Source: an optimization exercise on an open RTL-to-GDS flow (aim: small area, a short achievable clock period and few clock cycles). Production flows keep margins and buffers that such runs may drop.
At most, simulation tests tie the RTL to the original design; equivalence was not proved.
Power figures rest on the tool's default switching activity, not on a simulated workload.

Design lwc_spe, start of the top module:
module lwc_spe (
    input  wire       clk,
    input  wire       rst,             
    input  wire       req_valid,
    output wire       req_ready,
    input  wire [1:0] req_op,          
    input  wire [7:0] req_in_len,
    input  wire [7:0] req_key_len,
    input  wire [7:0] req_ad_len,
    input  wire [7:0] req_nonce_len,   
    output reg  [1:0] buf_sel,         
    output reg  [7:0] buf_addr,
    input  wire [7:0] buf_data,
    output wire       res_valid,
    input  wire       res_ready,
    output wire [7:0] res_data,
    output wire       rsp_valid,
    input  wire       rsp_ready,
    output reg        rsp_ok,
    output reg  [3:0] rsp_err_class,
    output reg  [3:0] rsp_err_stage,
    output reg  [7:0] rsp_err_code,
    output wire       rsp_err_known,
    output reg        rsp_trace_valid,
    output reg        rsp_flags_valid,
    output reg        rsp_key_is_done,
    output reg        rsp_input_min_len,
    output wire       tx_valid,
    input  wire       tx_ready,
    output reg  [7:0] tx_data,
    output wire       tx_last,
    output wire       link_flush,
    input  wire       rx_valid,
    output wire       rx_ready,
    input  wire [7:0] rx_data,
    input  wire       rx_last,
    input  wire       rx_empty,        
    output wire       inst_arm,
    output wire       cap_req,
    input  wire       cap_done,
    input  wire       cap_timeout,
    output wire       inst_trace,
    output wire       ent_req,
    input  wire [7:0] ent_data
);
    localparam [7:0] MAX_INPUT_LEN  = 8'd200;
    localparam [7:0] KEY_LEN        = 8'd32;
  ...
Size: about 2400 cells after synthesis, roughly 130 I/O pins.
export LEC_CHECK = 0
export CAP_MARGIN = 20
export CORE_MARGIN = 2
export CORE_UTILIZATION = 40
export SETUP_SLACK_MARGIN = 4.0
export SLEW_MARGIN = 20
create_clock -name core_clock -period 7.0 [get_ports {clk}]
standard.sh (not shown) runs the stock make flow with config.mk's settings and CLKGATE_MAP_FILE= SYNTH_SCRIPT=/design/flow/synth_recipe.tcl, a recipe that flattens the netlist after the stock synthesis.
==> flow/flow/run.sh <==
#!/bin/bash
# The standard layout, with two changes to how the ports are buffered: each port
# gets a sky130_fd_sc_hd__buf_2 instead of the smallest buffer, and timing repair
# may resize cells across footprints. Every tool's output goes to flow_make.log
# here (and ORFS's own per-step logs under orfs/logs/).
set -euo pipefail
bash standard.sh MATCH_CELL_FOOTPRINT=0 \
    "BUFFER_PORTS_ARGS=-buffer_cell sky130_fd_sc_hd__buf_2" finish > flow_make.log 2>&1
Rerun with:
==> flow/run.sh (new file) <==
#!/bin/bash
# synth_recipe.tcl (not shown) runs the flow's synth.tcl, then flattens the netlist and writes it again
# the make line also repeats each setting of config.mk as NAME=value (left out here)
make -C /OpenROAD-flow-scripts/flow DESIGN_CONFIG=/design/flow/config.mk WORK_HOME=/design/flow/orfs CLKGATE_MAP_FILE= SYNTH_SCRIPT=/design/flow/synth_recipe.tcl finish
SETUP_SLACK_MARGIN = default   (was 4.0)
removed: flow/flow/run.sh
removed: flow/standard.sh
After rerunning:
- utilization is about the same
- design area hardly moves
- first-iteration DRC count falls by 2.9%
- clock skew stays flat
- worst hold slack gets worse by 0.020 ns
- total power is about the same
- synthesized cell count stays the same
No functional check of the RTL was part of any run of this note.

* * *

== lane 1 ==
lwc_spe, a different RTL version from the one above (not shown whole).
Size in the first run: ~1200 flip-flops, about 130 I/O pins, roughly 42000 um2 of cells after synthesis.
==> flow/design.v (excerpt) <==
module lwc_spe (
    input  wire       clk,
    input  wire       rst,             
    input  wire       req_valid,
    output wire       req_ready,
    input  wire [1:0] req_op,          
    input  wire [7:0] req_in_len,
    input  wire [7:0] req_key_len,
    input  wire [7:0] req_ad_len,
    input  wire [7:0] req_nonce_len,   
    output reg  [1:0] buf_sel,         
    output reg  [7:0] buf_addr,
    input  wire [7:0] buf_data,
    output wire       res_valid,
    input  wire       res_ready,
    output wire [7:0] res_data,
    output wire       rsp_valid,
    input  wire       rsp_ready,
    output reg        rsp_ok,
    output reg  [3:0] rsp_err_class,
    output reg  [3:0] rsp_err_stage,
    output reg  [7:0] rsp_err_code,
    output wire       rsp_err_known,
    output reg        rsp_trace_valid,
    output reg        rsp_flags_valid,
    output reg        rsp_key_is_done,
    output reg        rsp_input_min_len,
    output wire       tx_valid,
    input  wire       tx_ready,
    output reg  [7:0] tx_data,
    output wire       tx_last,
    output wire       link_flush,
    input  wire       rx_valid,
    output wire       rx_ready,
    input  wire [7:0] rx_data,
    input  wire       rx_last,
    input  wire       rx_empty,        
    output wire       inst_arm,
    output wire       cap_req,
    input  wire       cap_done,
    input  wire       cap_timeout,
    output wire       inst_trace,
    output wire       ent_req,
    input  wire [7:0] ent_data
);
==> flow/config.mk <==
export PLATFORM = sky130hd
export DESIGN_NAME = lwc_spe
export DESIGN_NICKNAME = lwc_spe
export VERILOG_FILES = /design/flow/design.v
export SDC_FILE = /design/flow/constraint.sdc
export NUM_CORES = 4
export LEC_CHECK = 0
export CAP_MARGIN = 20
export CORE_MARGIN = 2
export CORE_UTILIZATION = 65
export CTS_CLUSTER_DIAMETER = 50
export CTS_CLUSTER_SIZE = 25
export SETUP_SLACK_MARGIN = 4.3
export SLEW_MARGIN = 20
==> flow/constraint.sdc <==
create_clock -name core_clock -period 7.0 [get_ports {clk}]
set_input_delay 1.4000 -clock core_clock [delete_from_list [all_inputs] [get_ports {clk}]]
set_output_delay 1.4000 -clock core_clock [all_outputs]
set_load 0.01 [all_outputs]
==> flow/flow/run.sh <==
#!/bin/bash
# The standard layout, with two changes to how the ports are buffered: each port
# gets a sky130_fd_sc_hd__buf_2 instead of the smallest buffer, and timing repair
# may resize cells across footprints. Every tool's output goes to flow_make.log
# here (and ORFS's own per-step logs under orfs/logs/).
set -euo pipefail
bash standard.sh MATCH_CELL_FOOTPRINT=0 \
    "BUFFER_PORTS_ARGS=-buffer_cell sky130_fd_sc_hd__buf_2" finish > flow_make.log 2>&1
Lane 1 went all the way through synthesis, placement and routing and the layout is clean on timing, DRC and antenna.
Testbench counts of lane 1, summed over its fixed seeds: cycles 73,899.
Relative to lane 1, the following input files were edited for lane 2:
diff --git a/flow/config.mk b/flow/config.mk
--- a/flow/config.mk
+++ b/flow/config.mk
@@ -11,4 +11,4 @@
 export CTS_CLUSTER_DIAMETER = 50
 export CTS_CLUSTER_SIZE = 25
-export SETUP_SLACK_MARGIN = 4.3
+export SETUP_SLACK_MARGIN = 4.15
 export SLEW_MARGIN = 20
==> run notes <==
Having completed the whole flow, lane 2 delivered a layout that passed the timing, DRC and antenna checks. Lane 2 against lane 1: final clock period utilization by the worst path increased 1.2 points, share of synthesized cell area in and, or, nand and nor gates essentially unchanged, minimum setup slack in the final design decreased 86 ps, non-clock buffer count decreased about 18%. Lane 2 and lane 1 ended up with nearly the same number of buffers inserted for hold repair after clock tree synthesis. Delta(clock buffer count, lane 2 - lane 1) > 0. Looking at multi-input logic area, lane 2 sits about 3.2% lower than lane 1 does.
Inputs modified between lane 2 and lane 3:
diff --git a/flow/config.mk b/flow/config.mk
--- a/flow/config.mk
+++ b/flow/config.mk
@@ -11,4 +11,4 @@
 export CTS_CLUSTER_DIAMETER = 50
 export CTS_CLUSTER_SIZE = 25
-export SETUP_SLACK_MARGIN = 4.15
+export SETUP_SLACK_MARGIN = 4.5
 export SLEW_MARGIN = 20
[summary]
Achievable frequency: lane 3 higher than lane 2
Delta(clock share of power, lane 3 - lane 2) < 0
Looking at slowest cell on the critical path, the sky130_fd_sc_hd__a311oi_1 result is from lane 2; the sky130_fd_sc_hd__edfxtp_1 one comes from lane 3.
Per the comparison of lane 3 with lane 2, total via count after detailed routing climbed 559; minimum clock period after layout lost 47 ps; post-route clock period utilization moved down; wire length higher.
Edits applied to the flow inputs when going from lane 3 to lane 4:
diff --git a/flow/config.mk b/flow/config.mk
--- a/flow/config.mk
+++ b/flow/config.mk
@@ -6,4 +6,5 @@
 export NUM_CORES = 4
 export LEC_CHECK = 0
+export ABC_AREA = 1
 export CAP_MARGIN = 20
 export CORE_MARGIN = 2
@@ -11,4 +12,4 @@
 export CTS_CLUSTER_DIAMETER = 50
 export CTS_CLUSTER_SIZE = 25
-export SETUP_SLACK_MARGIN = 4.5
+export SETUP_SLACK_MARGIN = 4.4
 export SLEW_MARGIN = 20
[summary]
Compared with lane 3, the detailed router inserted more vias in lane 4. Synthesized cell count: lane 4 vs lane 3 up 12%. Clock power for lane 4: about 5% up relative to lane 3. Cmp lane 4 vs lane 3: final antenna diode count higher in lane 4. Diff lane 3 -> lane 4 | sequential share of cell area | increase of 0.59 points. Number of gates given a new drive strength after cts: lane 4 < lane 3.
For lane 5, these inputs were changed with respect to lane 4:
diff --git a/flow/config.mk b/flow/config.mk
--- a/flow/config.mk
+++ b/flow/config.mk
@@ -6,10 +6,10 @@
 export NUM_CORES = 4
 export LEC_CHECK = 0
-export ABC_AREA = 1
 export CAP_MARGIN = 20
 export CORE_MARGIN = 2
-export CORE_UTILIZATION = 65
+export CORE_UTILIZATION = 72
 export CTS_CLUSTER_DIAMETER = 50
 export CTS_CLUSTER_SIZE = 25
+export PLACE_DENSITY = 0.78
 export SETUP_SLACK_MARGIN = 4.4
 export SLEW_MARGIN = 20
## What came out
Lane 5: PASS, flow complete, no timing, DRC or antenna violations. Looking at detailed-route vias per instance, lane 5 sits 18% higher than lane 4 does. [lane 5] logic depth of the worst register-to-register path rose 1 relative to lane 4. Lane 5: initial antenna violation count higher than lane 4. Diff lane 4..lane 5 | post-synthesis async set-or-reset flop share | negligible. Delta(met1 track utilization from global routing, lane 5 - lane 4) > 0. Total of clock buffers placed in the layout: lane 5 lower than lane 4.

-- what the ideal ports hide --
How much do the figures lean on ideal ports? The routed layouts below were timed once more, with nothing changed but the port constraints.
Step 1 assumes that a clkbuf_16 drives the clock port and a buf_2 every other input.
Step 2 also shifts input and output timing later by t, the mid clock arrival at the registers, as if the neighbouring blocks saw the same clock.
Three values: ideal, step 1, step 2; two values: the first two.
| run | t (ns) | setup slack, ns | latest minus earliest clock arrival (ns) | worst slew at a driven data input, ns |
|---|---|---|---|---|
| the first run of note 1 | 0.750 | 4.034 / 4.016 / 3.266 | 0.049 / 0.048 | 0.11 |
| the second run of note 1 | 0.758 | 2.927 / 2.927 / 2.363 | 0.054 / 0.054 | 0.10 |
| lane 1 | 0.723 | 4.261 / 4.212 / 3.548 | 0.074 / 0.073 | 0.06 |
| lane 2 | 0.736 | 4.175 / 4.151 / 3.483 | 0.052 / 0.053 | 0.05 |
| lane 3 | 0.721 | 4.222 / 4.155 / 3.626 | 0.034 / 0.034 | 0.06 |
| lane 4 | 0.727 | 4.207 / 4.142 / 3.704 | 0.059 / 0.058 | 0.04 |
| lane 5 | 0.730 | 4.167 / 4.167 / 3.593 | 0.067 / 0.067 | 0.06 |
After both steps setup and hold are still met in every run listed. For the first run of note 1, which loses most, drivers alone change the setup slack by -0.018 ns; drivers and shift together by -0.768 ns.
